Context: an optimization exercise on an open-source flow, tuned for small area. The choices shown serve that exercise and are no tape-out recipe. In this exercise RTL edits were held to simulation tests only and were not proved equivalent to the original. Power is estimated from default activity; no workload was simulated.

// labibus_core
module labibus_core (
    input  wire         clk,
    input  wire         rst,
    input  wire         host_valid,
    output wire         host_ready,
    input  wire [1:0]   host_op,
    input  wire [7:0]   host_id,
    input  wire [15:0]  host_poll,
    input  wire [127:0] host_desc,
    input  wire [4:0]   host_desc_len,
    input  wire [63:0]  host_unit,
    input  wire [3:0]   host_unit_len,
    input  wire [31:0]  host_value,
    input  wire         rx_valid,
    input  wire [7:0]   rx_data,
    output wire         rx_ready,
    input  wire         turn_elapsed,
    input  wire         settle_elapsed,
    output wire         tx_valid,
    output reg  [7:0]   tx_data,
    input  wire         tx_ready,
    output wire         txc_clr,
    input  wire         txc,
    output reg          de,
    output reg          de_oe,
    output reg          uart_cfg_valid
);
    localparam [1:0] OP_CONFIGURE = 2'b01, OP_SET_VALUE = 2'b10;
    localparam [4:0] S_IDLE  = 5'd0,     
                     S_HW    = 5'd1,     
                     S_HC    = 5'd2,     
                     S_HL    = 5'd3,     
  ...
Settings: LEC_CHECK=0, CAP_MARGIN=20, CORE_MARGIN=2, CORE_UTILIZATION=45, CTS_BUF_LIST=sky130_fd_sc_hd__clkbuf_4 sky130_fd_sc_hd__clkbuf_8, CTS_CLUSTER_DIAMETER=50, CTS_CLUSTER_SIZE=20, PLACE_DENSITY=0.65, SLEW_MARGIN=20; clock period 20.0 ns.
standard.sh (not shown) runs the stock make flow with config.mk's settings and CLKGATE_MAP_FILE= SYNTH_SCRIPT=/design/flow/synth_recipe.tcl, a recipe that flattens the netlist after the stock synthesis.
==> flow/flow/run.sh <==
#!/bin/bash
# Standard layout, with two changes: the port buffers are the smallest
# buffer cell, and clock tree synthesis inserts no dummy loads.
set -euo pipefail
export BUFFER_PORTS_ARGS="-buffer_cell sky130_fd_sc_hd__buf_1"
export CTS_ARGS="-sink_clustering_enable -repair_clock_nets -dont_use_dummy_load -sink_clustering_size 32 -sink_clustering_max_diameter 60 -buf_list {sky130_fd_sc_hd__clkbuf_16}"
bash standard.sh > standard_flow.log 2>&1
The baseline completed with no timing, DRC or antenna violations.
Next try:
--- a/flow/flow/run.sh
+++ b/flow/flow/run.sh
@@ -6 +6 @@
-export CTS_ARGS="-sink_clustering_enable -repair_clock_nets -dont_use_dummy_load -sink_clustering_size 32 -sink_clustering_max_diameter 60 -buf_list {sky130_fd_sc_hd__clkbuf_16}"
+export CTS_ARGS="-sink_clustering_enable -repair_clock_nets -dont_use_dummy_load -sink_clustering_size 21 -sink_clustering_max_diameter 45 -buf_list {sky130_fd_sc_hd__clkbuf_8}"
The new run completed with no timing, DRC or antenna violations.
Worst setup slack improved by 0.028 ns.
Synthesized cell count does not change.
Cell area goes down by 0.91%.
Wire length barely changes.
Core utilization goes down by 0.46 points.
Final cell count goes up by about 0.9%.
Next try:
CORE_UTILIZATION = 60   (was 45)
CTS_BUF_LIST = not set   (was sky130_fd_sc_hd__clkbuf_4 sky130_fd_sc_hd__clkbuf_8)
CTS_CLUSTER_DIAMETER = not set   (was 50)
CTS_CLUSTER_SIZE = not set   (was 20)
PLACE_DENSITY = 0.75   (was 0.65)
Result: The changed run went through all stages and came out clean. Maximum frequency goes down by 0.69%. Design area goes down by about 1%. Count of clock-buffer cells in the layout is lower by 7. Via count hardly moves. First-iteration DRC count came out higher by about 4%. Power drops by about 0.4%. Utilization rises by 16 points. Sequential power barely changes.

v6:
Another version of the RTL of labibus_core (not shown whole).
Size in the first run: ~2100 flip-flops.
==> flow/design.v (excerpt) <==
module labibus_core (
    input  wire         clk,
    input  wire         rst,
    input  wire         host_valid,
    output wire         host_ready,
    input  wire [1:0]   host_op,
    input  wire [7:0]   host_id,
    input  wire [15:0]  host_poll,
    input  wire [127:0] host_desc,
    input  wire [4:0]   host_desc_len,
    input  wire [63:0]  host_unit,
    input  wire [3:0]   host_unit_len,
    input  wire [31:0]  host_value,
    input  wire         rx_valid,
    input  wire [7:0]   rx_data,
    output wire         rx_ready,
    input  wire         turn_elapsed,
    input  wire         settle_elapsed,
    output wire         tx_valid,
    output reg  [7:0]   tx_data,
    input  wire         tx_ready,
    output wire         txc_clr,
    input  wire         txc,
    output reg          de,
    output reg          de_oe,
    output reg          uart_cfg_valid
);
Settings: LEC_CHECK=0, CAP_MARGIN=20, CORE_MARGIN=2, CORE_UTILIZATION=45, PLACE_DENSITY=0.65, SLEW_MARGIN=20; clock period 20.0 ns.
==> flow/flow/run.sh <==
#!/bin/bash
set -euo pipefail
export BUFFER_PORTS_ARGS="-buffer_cell sky130_fd_sc_hd__buf_1"
export CTS_ARGS="-sink_clustering_enable -repair_clock_nets -dont_use_dummy_load -sink_clustering_size 12 -sink_clustering_max_diameter 40 -buf_list {sky130_fd_sc_hd__clkbuf_4}"
bash standard.sh > standard_flow.log 2>&1
### v6 -> v7
==> flow/flow/run.sh <==
#!/bin/bash
set -euo pipefail
export BUFFER_PORTS_ARGS="-buffer_cell sky130_fd_sc_hd__buf_1"
export CTS_ARGS="-sink_clustering_enable -repair_clock_nets -dont_use_dummy_load -sink_clustering_size 13 -sink_clustering_max_diameter 36 -buf_list {sky130_fd_sc_hd__clkbuf_4}"
bash standard.sh > standard_flow.log 2>&1
[summary]
v7 finished all stages; the layout is clean. From v6 to v7 the numbers moved as follows: cell count held, global-route usage comparable, register area barely changed, final design instance area without fill held. v7: final critical delay including setup and external delays is 36 ps lower than what v6 reported. Fmax of v7 exceeds that of v6 slightly. There was hardly any difference in share of power burned in combinational logic between v6 and v7. Wire length of the first global-routing pass: v7 vs v6 down about 0.46%.

## JK
Another version of the RTL of labibus_core (not shown whole).
For scale: roughly 3500 cells after synthesis, ~2100 flip-flops, ~290 I/O pins, about 52000 um^2 of cells after synthesis.
clock: 20.0 ns
lec_check: 0
cap_margin: 20
core_margin: 2
core_utilization: 45
place_density: 0.65
slew_margin: 20
==> flow/flow/run.sh <==
#!/bin/bash
set -euo pipefail
export BUFFER_PORTS_ARGS="-buffer_cell sky130_fd_sc_hd__buf_1"
export CTS_ARGS="-sink_clustering_enable -repair_clock_nets -dont_use_dummy_load -sink_clustering_size 11 -sink_clustering_max_diameter 40 -buf_list {sky130_fd_sc_hd__clkbuf_4}"
bash standard.sh > standard_flow.log 2>&1
JK closes out successfully: all stages finished, all timing, DRC and antenna checks passed.
#### Input delta (MS over JK)
==> flow/flow/run.sh <==
#!/bin/bash
set -euo pipefail
export BUFFER_PORTS_ARGS="-buffer_cell sky130_fd_sc_hd__buf_1"
export CTS_ARGS="-sink_clustering_enable -repair_clock_nets -dont_use_dummy_load -sink_clustering_size 10 -sink_clustering_max_diameter 35 -buf_list {sky130_fd_sc_hd__clkbuf_4}"
bash standard.sh > standard_flow.log 2>&1
Notes after the runs:
- The time the worst path needs with I/O delays and setup reported for MS is smaller than that of JK by 0.033 ns.
- Between JK and MS, the clock latency of the later-clocked register in the worst-skew pair figures differ only marginally.
- Wire length went up slightly going from JK to MS.
- Compared with JK, MS shows fmax higher by about 0.37%.
- Number of global-route vias before repair, MS vs JK: up by a few percent
- Delta(fraction of the core area covered by cells at the end of the flow, MS - JK) > 0
Setup changes, MS to AL
==> flow/flow/run.sh <==
#!/bin/bash
set -euo pipefail
export BUFFER_PORTS_ARGS="-buffer_cell sky130_fd_sc_hd__buf_1"
export CTS_ARGS="-sink_clustering_enable -repair_clock_nets -dont_use_dummy_load -sink_clustering_size 20 -sink_clustering_max_diameter 45 -buf_list {sky130_fd_sc_hd__clkbuf_8}"
bash standard.sh > standard_flow.log 2>&1
==> comparison <==
Status: combinational power parity (MS, AL)
Across both runs, met1 layer wirelength in the final routing was higher for AL than for MS.
~same proportion of cell area occupied by registers in AL and MS
Measured against each other, AL and MS differ in total power, the higher figure coming from MS.
| signal arrival time at the worst endpoint | AL vs MS | ≈ equal |
Changes observed in AL relative to MS: fmax held steady; wire length shrank by 1.0%; cell area after layout held steady; post-detailed-route count of antenna-violating nets held steady.
From MS to AL, total congestion overflow after global routing did not move at all.
> inputs changed (AL -> TR)
==> flow/flow/run.sh <==
#!/bin/bash
set -euo pipefail
export BUFFER_PORTS_ARGS="-buffer_cell sky130_fd_sc_hd__buf_1"
export CTS_ARGS="-sink_clustering_enable -repair_clock_nets -dont_use_dummy_load -sink_clustering_size 12 -sink_clustering_max_diameter 32 -buf_list {sky130_fd_sc_hd__clkbuf_4}"
bash standard.sh > standard_flow.log 2>&1
==> notes.md <==
From TR to AL, number of I/O pins did not move at all.
The post-route clock period utilization on TR is in line with that on AL.
On non-clock buffer count, AL tracks TR almost exactly.
Changes observed in TR relative to AL: design area barely changed, post-detailed-routing wire length climbed 0.97%, via total after detailed routing climbed about 2.5%, cell count climbed 133, proportion of power drawn by combinational gates barely changed.
As of TR, net total in the final layout had risen by a few percent compared to AL.

labibus_core, a different RTL version from the one above (not shown whole).
For scale: roughly 3400 cells after synthesis, about 2100 flip-flops, about 290 I/O pins, about 51000 µm² of cells after synthesis.
Settings: LEC_CHECK=0, CAP_MARGIN=20, CORE_MARGIN=2, CORE_UTILIZATION=45, PLACE_DENSITY=0.65, SLEW_MARGIN=20; clock period 20.0 ns.
==> flow/flow/run.sh <==
#!/bin/bash
set -euo pipefail
export BUFFER_PORTS_ARGS="-buffer_cell sky130_fd_sc_hd__buf_1"
export CTS_ARGS="-sink_clustering_enable -repair_clock_nets -dont_use_dummy_load -sink_clustering_size 11 -sink_clustering_max_diameter 40 -buf_list {sky130_fd_sc_hd__clkbuf_4}"
bash standard.sh > standard_flow.log 2>&1
The first run finished with timing, DRC and antenna clean.
Rerun with:
==> flow/flow/run.sh (replaced) <==
#!/bin/bash
set -euo pipefail
export BUFFER_PORTS_ARGS="-buffer_cell sky130_fd_sc_hd__buf_1"
export CTS_ARGS="-sink_clustering_enable -repair_clock_nets -dont_use_dummy_load -sink_clustering_size 12 -sink_clustering_max_diameter 40 -buf_list {sky130_fd_sc_hd__clkbuf_4}"
bash standard.sh > standard_flow.log 2>&1
Combinational power stays flat. Design area hardly moves. Worst setup slack is worse by 35 ps. Die area stays the same. Power goes down by 0.66%. Via count is lower by about 0.33%. Core utilization falls by 0.12 points. Clock power went down by about 3%.

re-timing with driven ports:
The results above use ideal ports. As a check the final layouts listed here were re-extracted and re-timed, cells and wires unchanged. Step 1 (the two cells are an assumption about what drives the block):
set clk [get_ports {clk}]
set_driving_cell -lib_cell sky130_fd_sc_hd__clkbuf_16 $clk
set_driving_cell -lib_cell sky130_fd_sc_hd__buf_2 [delete_from_list [all_inputs] $clk]
Step 2 also shifts input and output timing later by t, the mid clock arrival at the registers, as if the neighbouring blocks saw the same clock. Three values: no drivers, after step 1, after step 2; two values: the first two.
run | shift t [ns] | setup WS [ns] | worst register clock-pin slew, ns | worst slew at a driven data input, ns | pins driven straight from the clock port
the first run of note 1 | 0.695 | 11.079 / 11.055 / 11.055 | 0.11 / 0.11 | 0.10 | 1
the second run of note 1 | 0.824 | 11.106 / 11.083 / 11.083 | 0.12 / 0.12 | 0.10 | 1
the third run of note 1 | 0.815 | 11.044 / 11.021 / 11.021 | 0.12 / 0.12 | 0.09 | 1
v6 | 1.078 | 11.169 / 11.148 / 11.148 | 0.12 / 0.12 | 0.08 | 1
v7 | 1.066 | 11.205 / 11.183 / 11.183 | 0.12 / 0.12 | 0.08 | 1
JK | 1.099 | 11.012 / 10.990 / 10.990 | 0.12 / 0.12 | 0.12 | 1
MS | 1.113 | 11.045 / 11.023 / 11.023 | 0.10 / 0.10 | 0.13 | 1
AL | 0.839 | 11.056 / 11.034 / 11.034 | 0.11 / 0.11 | 0.12 | 1
TR | 1.115 | 11.050 / 11.028 / 11.028 | 0.12 / 0.12 | 0.12 | 1
the first run of note 4 | 1.090 | 11.177 / 11.150 / 11.150 | 0.12 / 0.12 | 0.11 | 1
the second run of note 4 | 1.069 | 11.141 / 11.115 / 11.115 | 0.12 / 0.12 | 0.11 | 1
After both steps setup and hold are still met in every run listed. The setup slack of the first run of note 4, which loses most, moves by -0.027 ns with the drivers and by -0.027 ns with both steps.
